Source: an optimization exercise on an open RTL-to-GDS flow (aim: small area, a short achievable clock period and few clock cycles). Production flows keep margins and buffers that such runs may drop. Function was checked by simulation only, so behaviour that the tests miss may differ from the original. Power is estimated from default activity; no workload was simulated.

==> v37 <==
Design preamble_detector, start of the top module:
module preamble_detector (
    input  wire        clk,
    input  wire        rst,
    input  wire        req_valid,
    input  wire        req_write,
    input  wire [12:0] req_addr,
    input  wire [31:0] req_wdata,
    input  wire [3:0]  req_be,
    output reg         resp_valid,
    output reg  [31:0] resp_rdata,
    output reg         resp_err
);
    localparam integer CAP_BITS_MAX = 1024;
    localparam [23:0]  PREAMBLE     = 24'hAAA598;
    localparam [3:0] R_NONE     = 4'd0;
    localparam [3:0] R_NOTFOUND = 4'd1;
    localparam [3:0] R_SHORT    = 4'd2;
    localparam [3:0] R_MISMATCH = 4'd3;
    localparam [3:0] R_ILLEGAL  = 4'd4;
    localparam [3:0] R_PRECOND  = 4'd5;
    localparam [2:0] C_DECODE   = 3'd1;
    localparam [2:0] C_LOCATE   = 3'd2;
    localparam [2:0] C_EXTRACT  = 3'd3;
    localparam [2:0] C_VALIDATE = 3'd4;
    localparam [2:0] C_FIELDS   = 3'd5;
    localparam [2:0] C_CLEAR    = 3'd6;
  ...
clock: 10.0 ns
lec_check: 0
cap_margin: 20
core_margin: 2
core_utilization: 55
cts_cluster_diameter: 60
cts_cluster_size: 24
setup_slack_margin: 5
slew_margin: 20
run.sh (not shown) runs the stock make flow with config.mk's settings and CLKGATE_MAP_FILE= SYNTH_SCRIPT=/design/flow/synth_recipe.tcl, a recipe that flattens the netlist after the stock synthesis.
==> inputs of v2, as changes to v37 <==
--- a/flow/design.v
+++ b/flow/design.v
@@ -46,17 +46,19 @@
     reg [2:0]  eng_cmd;
     reg [4:0]  ra;                
     reg [1:0]  fill;              
     reg [4:0]  wi;                
     reg        forced;            
+    reg        pre_bad;           
+    reg [4:0]  cw;                
     reg [4:0]  preg;              
     reg [3:0]  ecnt;              
     reg        agree_acc;
     reg [4:0]  lw_r, lp_r;        
     reg        l2ok_r;            
     reg [4:0]  l2w_r, l2p_r;      
-    reg [31:0] rw, b1, b2;        
+    reg [31:0] rw, b1;            
     reg [4:0]  rw_idx;            
     reg        rw_w;              
     reg        pair_ok;           
     wire st_busy = (state != S_IDLE);
     wire        legal    = (req_addr[1:0] == 2'b00) && (!req_write || req_be == 4'b1111);
@@ -74,34 +76,50 @@
     wire        clr_found_by_host = idle_wr && (a_ctrl || a_len || a_start || in_cap);
     wire        issue     = idle_wr && a_cmd && (req_wdata != 32'd0);
     wire        cap_store = idle_wr && in_cap && (req_addr[11:7] == 5'd0);
     wire [2:0]  issue_cmd = (req_wdata[31:3] != 29'd0) ? C_ILLEGAL :
                             (req_wdata[2:0] == 3'd0)  ? C_ILLEGAL : req_wdata[2:0];
+    wire [4:0] rw_prev = rw_idx - 5'd1;
+    reg  [31:0] skip_nx;
+    always @* begin
+        skip_nx = skip;
+        if (pair_ok)
+            skip_nx[rw_prev] = !has_any;
+        if (cap_store) begin
+            skip_nx[req_addr[6:2]]        = 1'b0;
+            skip_nx[req_addr[6:2] - 5'd1] = 1'b0;
+        end
+    end
+    wire       c_change = cap_store || pair_ok ||
+                          (idle_wr && a_start && req_wdata[9:5] != start_off[9:5]);
     reg [31:0] cand;
-    reg [31:0] c_oh;              
-    reg [4:0]  c_word;
+    reg [4:0]  c_comb;
     reg        c_seen;
+    reg [4:0]  c_r;               
+    reg        c_fresh;
     integer ci;
     always @* begin
         for (ci = 0; ci < 32; ci = ci + 1)
             cand[ci] = (ci >= start_off[9:5]) && (ci == 31 || !skip[ci]);
         c_seen = 1'b0;
-        c_word = 5'd0;
+        c_comb = 5'd0;
         for (ci = 0; ci < 32; ci = ci + 1) begin
-            c_oh[ci] = cand[ci] && !c_seen;
             if (cand[ci] && !c_seen)
-                c_word = ci;
+                c_comb = ci;
             c_seen = c_seen || cand[ci];
         end
     end
+    wire        idle_ready  = c_fresh && (fill == 2'd2) && (c_r == cw);
+    wire        idle_second = c_fresh && (fill == 2'd1) && (c_r == cw);
+    wire [4:0]  idle_addr   = idle_second ? c_r + 5'd1 : c_r;
     wire        go        = !(req_valid && in_cap);
     reg  [31:0] port_sel;
     reg  [31:0] port_word;
     integer pw;
     always @* begin
         for (pw = 0; pw < 32; pw = pw + 1)
-            port_sel[pw] = go ? (st_busy ? (ra == pw) : c_oh[pw])
+            port_sel[pw] = go ? (st_busy ? (ra == pw) : (idle_addr == pw))
                               : (req_addr[6:2] == pw);
         port_word = 32'd0;
         for (pw = 0; pw < 32; pw = pw + 1)
             port_word = port_word | (cap_mem[pw] & {32{port_sel[pw]}});
     end
@@ -232,51 +250,56 @@
         pfirst = 5'd0;
         for (pf = 31; pf >= 0; pf = pf - 1)
             if (mv[pf])
                 pfirst = pf;
     end
-    wire [63:0] fw    = {b2, b1} << preg;
-    wire [31:0] fword = fw[63:32] ^ {32{ctrl_inv}};
+    wire [63:0] fw0   = {b1, rw};
+    wire [46:0] fw4   = preg[4] ? fw0[47:1]  : fw0[63:17];
+    wire [38:0] fw3   = preg[3] ? fw4[38:0]  : fw4[46:8];
+    wire [34:0] fw2   = preg[2] ? fw3[34:0]  : fw3[38:4];
+    wire [32:0] fw1   = preg[1] ? fw2[32:0]  : fw2[34:2];
+    wire [31:0] fw    = preg[0] ? fw1[31:0]  : fw1[32:1];
+    wire [31:0] fword = fw ^ {32{ctrl_inv}};
     wire [31:0] cmask = (ecnt == 4'd5 || ecnt == 4'd8) ? 32'hFFFFFF00 : 32'hFFFFFFFF;
     wire        w_eq  = (((fword ^ fb[95:64]) & cmask) == 32'd0);
     wire        agree_now = agree_acc && (ecnt < 4'd3 || w_eq);
+    wire        hold  = ((state == S_SCAN) && (fill == 2'd2) && !pre_bad && (forced || any_match)) ||
+                        (!st_busy && idle_ready);
     always @(posedge clk) begin
-        if (go || cap_store) begin
+        if ((go && !hold) || cap_store) begin
             rw <= cap_store ? req_wdata : port_word;
             b1 <= rw;
-            b2 <= b1;
         end
         if (go && state == S_EXT)
             fb <= {fb[255:0], fword};
     end
-    wire [4:0] rw_prev = rw_idx - 5'd1;
     always @(posedge clk) begin
         if (rst) begin
             skip    <= 32'd0;
             rw_w    <= 1'b0;
             pair_ok <= 1'b0;
+            c_r     <= 5'd0;
+            c_fresh <= 1'b1;
         end else begin
             rw_w    <= cap_store;
             pair_ok <= cap_store && rw_w && (req_addr[6:2] == rw_idx + 5'd1);
             if (cap_store)
                 rw_idx <= req_addr[6:2];
-            if (pair_ok)
-                skip[rw_prev] <= !has_any;
-            if (cap_store) begin
-                skip[req_addr[6:2]]         <= 1'b0;
-                skip[req_addr[6:2] - 5'd1]  <= 1'b0;
-            end
+            skip    <= skip_nx;
+            c_r     <= c_comb;
+            c_fresh <= !c_change;
         end
     end
     wire [10:0] lim24  = cap_len - 11'd24;                  
     wire [11:0] lim288 = {1'b0, cap_len} - 12'd288;         
     task finish;
         input [3:0] code;
         begin
             st_done   <= 1'b1;
             st_reason <= code;
             state     <= S_IDLE;
+            fill      <= 2'd0;
         end
     endtask
     always @(posedge clk) begin
         if (rst) begin
             ctrl_inv     <= 1'b0;
@@ -289,10 +312,11 @@
             st_valid     <= 1'b0;
             st_reading   <= 1'b0;
             st_err_busy  <= 1'b0;
             fb_zero      <= 1'b1;
             state        <= S_IDLE;
+            fill         <= 2'd0;
         end else begin
             if (busy_drop)
                 st_err_busy <= 1'b1;
             else if (do_write && a_status && req_wdata[16])
                 st_err_busy <= 1'b0;
@@ -305,53 +329,62 @@
             if (clr_found_by_host)
                 st_found <= 1'b0;
             if (issue) begin
                 st_done   <= 1'b0;
                 eng_cmd   <= issue_cmd;
-                state     <= S_START;
+                if (issue_cmd == C_DECODE || issue_cmd == C_LOCATE) begin
+                    st_found     <= 1'b0;
+                    st_extracted <= 1'b0;
+                    st_valid     <= 1'b0;
+                    st_reading   <= 1'b0;
+                    forced       <= 1'b0;
+                    state        <= S_SCAN;
+                end else
+                    state        <= S_START;
             end
             case (state)
                 S_IDLE: begin
-                    fill <= go ? 2'd1 : 2'd0;
-                    ra   <= c_word + 5'd1;
-                    wi   <= c_word;
+                    wi      <= c_comb;
+                    lw_r    <= lim24[9:5];
+                    lp_r    <= lim24[4:0];
+                    l2ok_r  <= !lim288[11];
+                    l2w_r   <= lim288[9:5];
+                    l2p_r   <= lim288[4:0];
+                    pre_bad <= cap_len < 11'd24 || start_off > {5'd0, lim24} ||
+                               c_comb > lim24[9:5];
+                    if (cap_store)
+                        fill <= 2'd0;
+                    else if (!c_fresh) begin
+                        fill <= 2'd0;
+                        ra   <= c_comb;
+                    end
+                    else if (go && !idle_ready) begin
+                        if (idle_second) begin
+                            fill <= 2'd2;
+                            ra   <= c_r + 5'd2;
+                        end else begin
+                            fill <= 2'd1;
+                            cw   <= c_r;
+                            ra   <= c_r + 5'd1;
+                        end
+                    end
                 end
                 S_START: begin
-                    if (go) begin
-                        ra   <= ra + 5'd1;
-                        fill <= (fill == 2'd0) ? 2'd1 : 2'd2;
-                    end
-                    lw_r   <= lim24[9:5];
-                    lp_r   <= lim24[4:0];
-                    l2ok_r <= !lim288[11];
-                    l2w_r  <= lim288[9:5];
-                    l2p_r  <= lim288[4:0];
                     case (eng_cmd)
-                        C_DECODE, C_LOCATE: begin
-                            st_found     <= 1'b0;
-                            st_extracted <= 1'b0;
-                            st_valid     <= 1'b0;
-                            st_reading   <= 1'b0;
-                            forced       <= 1'b0;
-                            if (cap_len < 11'd24 || start_off > {5'd0, lim24} ||
-                                wi > lim24[9:5])
-                                finish(R_NOTFOUND);
-                            else
-                                state <= S_SCAN;
-                        end
                         C_EXTRACT: begin
                             if (!st_found)
                                 finish(R_PRECOND);
                             else begin
                                 st_extracted <= 1'b0;
                                 st_valid     <= 1'b0;
                                 st_reading   <= 1'b0;
                                 if ({2'b0, mk} + 12'd288 > {1'b0, cap_len})
                                     finish(R_SHORT);
                                 else begin
-                                    forced <= 1'b1;
-                                    wi     <= mk[9:5];
+                                    forced  <= 1'b1;
+                                    pre_bad <= 1'b0;
+                                    wi      <= mk[9:5];
                                     ra     <= mk[9:5];
                                     fill   <= 2'd0;
                                     state  <= S_SCAN;
                                 end
                             end
@@ -383,12 +416,15 @@
                         end
                         default: finish(R_ILLEGAL);
                     endcase
                 end
                 S_SCAN: begin
-                    if (go) begin
-                        ra   <= ra + 5'd1;
+                    if (pre_bad)
+                        finish(R_NOTFOUND);
+                    else if (go) begin
+                        if (!hold)
+                            ra <= ra + 5'd1;
                         fill <= (fill == 2'd0) ? 2'd1 : 2'd2;
                         if (fill == 2'd2) begin
                             if (forced) begin
                                 preg      <= mk[4:0];
                                 ecnt      <= 4'd0;
==> flow/flow/run.sh (new file) <==
#!/bin/bash
# Layout flow: the standard flow (standard synthesis unchanged), with
# timing repair aimed 5.5 ns below the clock period, repair free to change a
# cell's footprint, and the port buffers made with buf_4 cells.
# The full make output goes to flow_make.log in this folder; each ORFS step
# also keeps its own log under orfs/logs.
set -euo pipefail
cd "$(dirname "$0")/.."
bash standard.sh \
  SETUP_SLACK_MARGIN=5.5 \
  MATCH_CELL_FOOTPRINT=0 \
  "BUFFER_PORTS_ARGS=-buffer_cell sky130_fd_sc_hd__buf_4" \
  finish > flow_make.log 2>&1
==> flow/standard.sh (new file) <==
#!/bin/bash
# synth_recipe.tcl (not shown) runs the flow's synth.tcl, then flattens the netlist and writes it again
# the make line also repeats each setting of config.mk as NAME=value (left out here)
make -C /OpenROAD-flow-scripts/flow DESIGN_CONFIG=/design/flow/config.mk WORK_HOME=/design/flow/orfs CLKGATE_MAP_FILE= SYNTH_SCRIPT=/design/flow/synth_recipe.tcl "${@:-finish}"
removed: flow/run.sh
==> notes <==
Sequential cell count: v37 is higher than v2 (20).
Critical path depth: v37 is lower than v2 (2).
Against v37, the setup slack of v2 is better by 0.35 ns.
In v37 the cell area is lower than in v2, by about 6%.
Between v2 and v37, the lower hold slack is in v2 (gap 0.025 ns).
==> figures <==
item	v2	v37
Xor and xnor fraction of the mapped netlist area	1.65%	1.50%
Post-route cell area	89000 um^2	83700 um^2
Area occupied by multi-input gates	31100 um^2	26900 um^2
Endpoint of the most critical setup path	resp_rdata[9]	ecnt[3]
Minimum setup slack among reg-to-reg paths	5.45 ns	5.01 ns
Final cell utilization of the core	64.0%	62.5%
Outcome	complete, no violations	complete, no violations
Total die area	143000 um^2	138000 um^2
Power per unit of standard cell area	149 nW/um^2	161 nW/um^2
Width of the die	378 um	372 um
Core region area	139000 um^2	134000 um^2
Testbench counts of v37, summed over its fixed seeds: cycles 13,984.
Testbench counts of v2, summed over its fixed seeds: cycles 13,970.

re-timing with driven ports:
Ports are ideal in the flow. The routed layouts listed here were re-timed in OpenROAD. Step 1: set_driving_cell puts a clkbuf_16 on clk and a buf_2 on each other input, an assumption about the parent block. Step 2 adds t to the input delays and takes it off the output delays; t is the mean of the earliest and latest rising clock arrival at the registers after step 1. Input paths then give back, and output paths get back, about the clock's delay inside the block. a / b / c = no drivers / after step 1 / after step 2; a / b = the first two.
| run | shift t [ns] | setup slack, ns | latest minus earliest clock arrival (ns) | worst register clock-pin slew, ns | worst slew at a driven data input, ns |
|---|---|---|---|---|---|
| v37 | 0.837 | 5.006 / 5.006 / 4.234 | 0.081 / 0.081 | 0.09 / 0.09 | 0.08 |
| v2 | 0.832 | 5.354 / 5.242 / 4.410 | 0.107 / 0.108 | 0.10 / 0.10 | 0.29 |
After both steps setup and hold are still met in every run listed. For v2, which loses most, drivers alone change the setup slack by -0.112 ns; drivers and shift together by -0.944 ns.
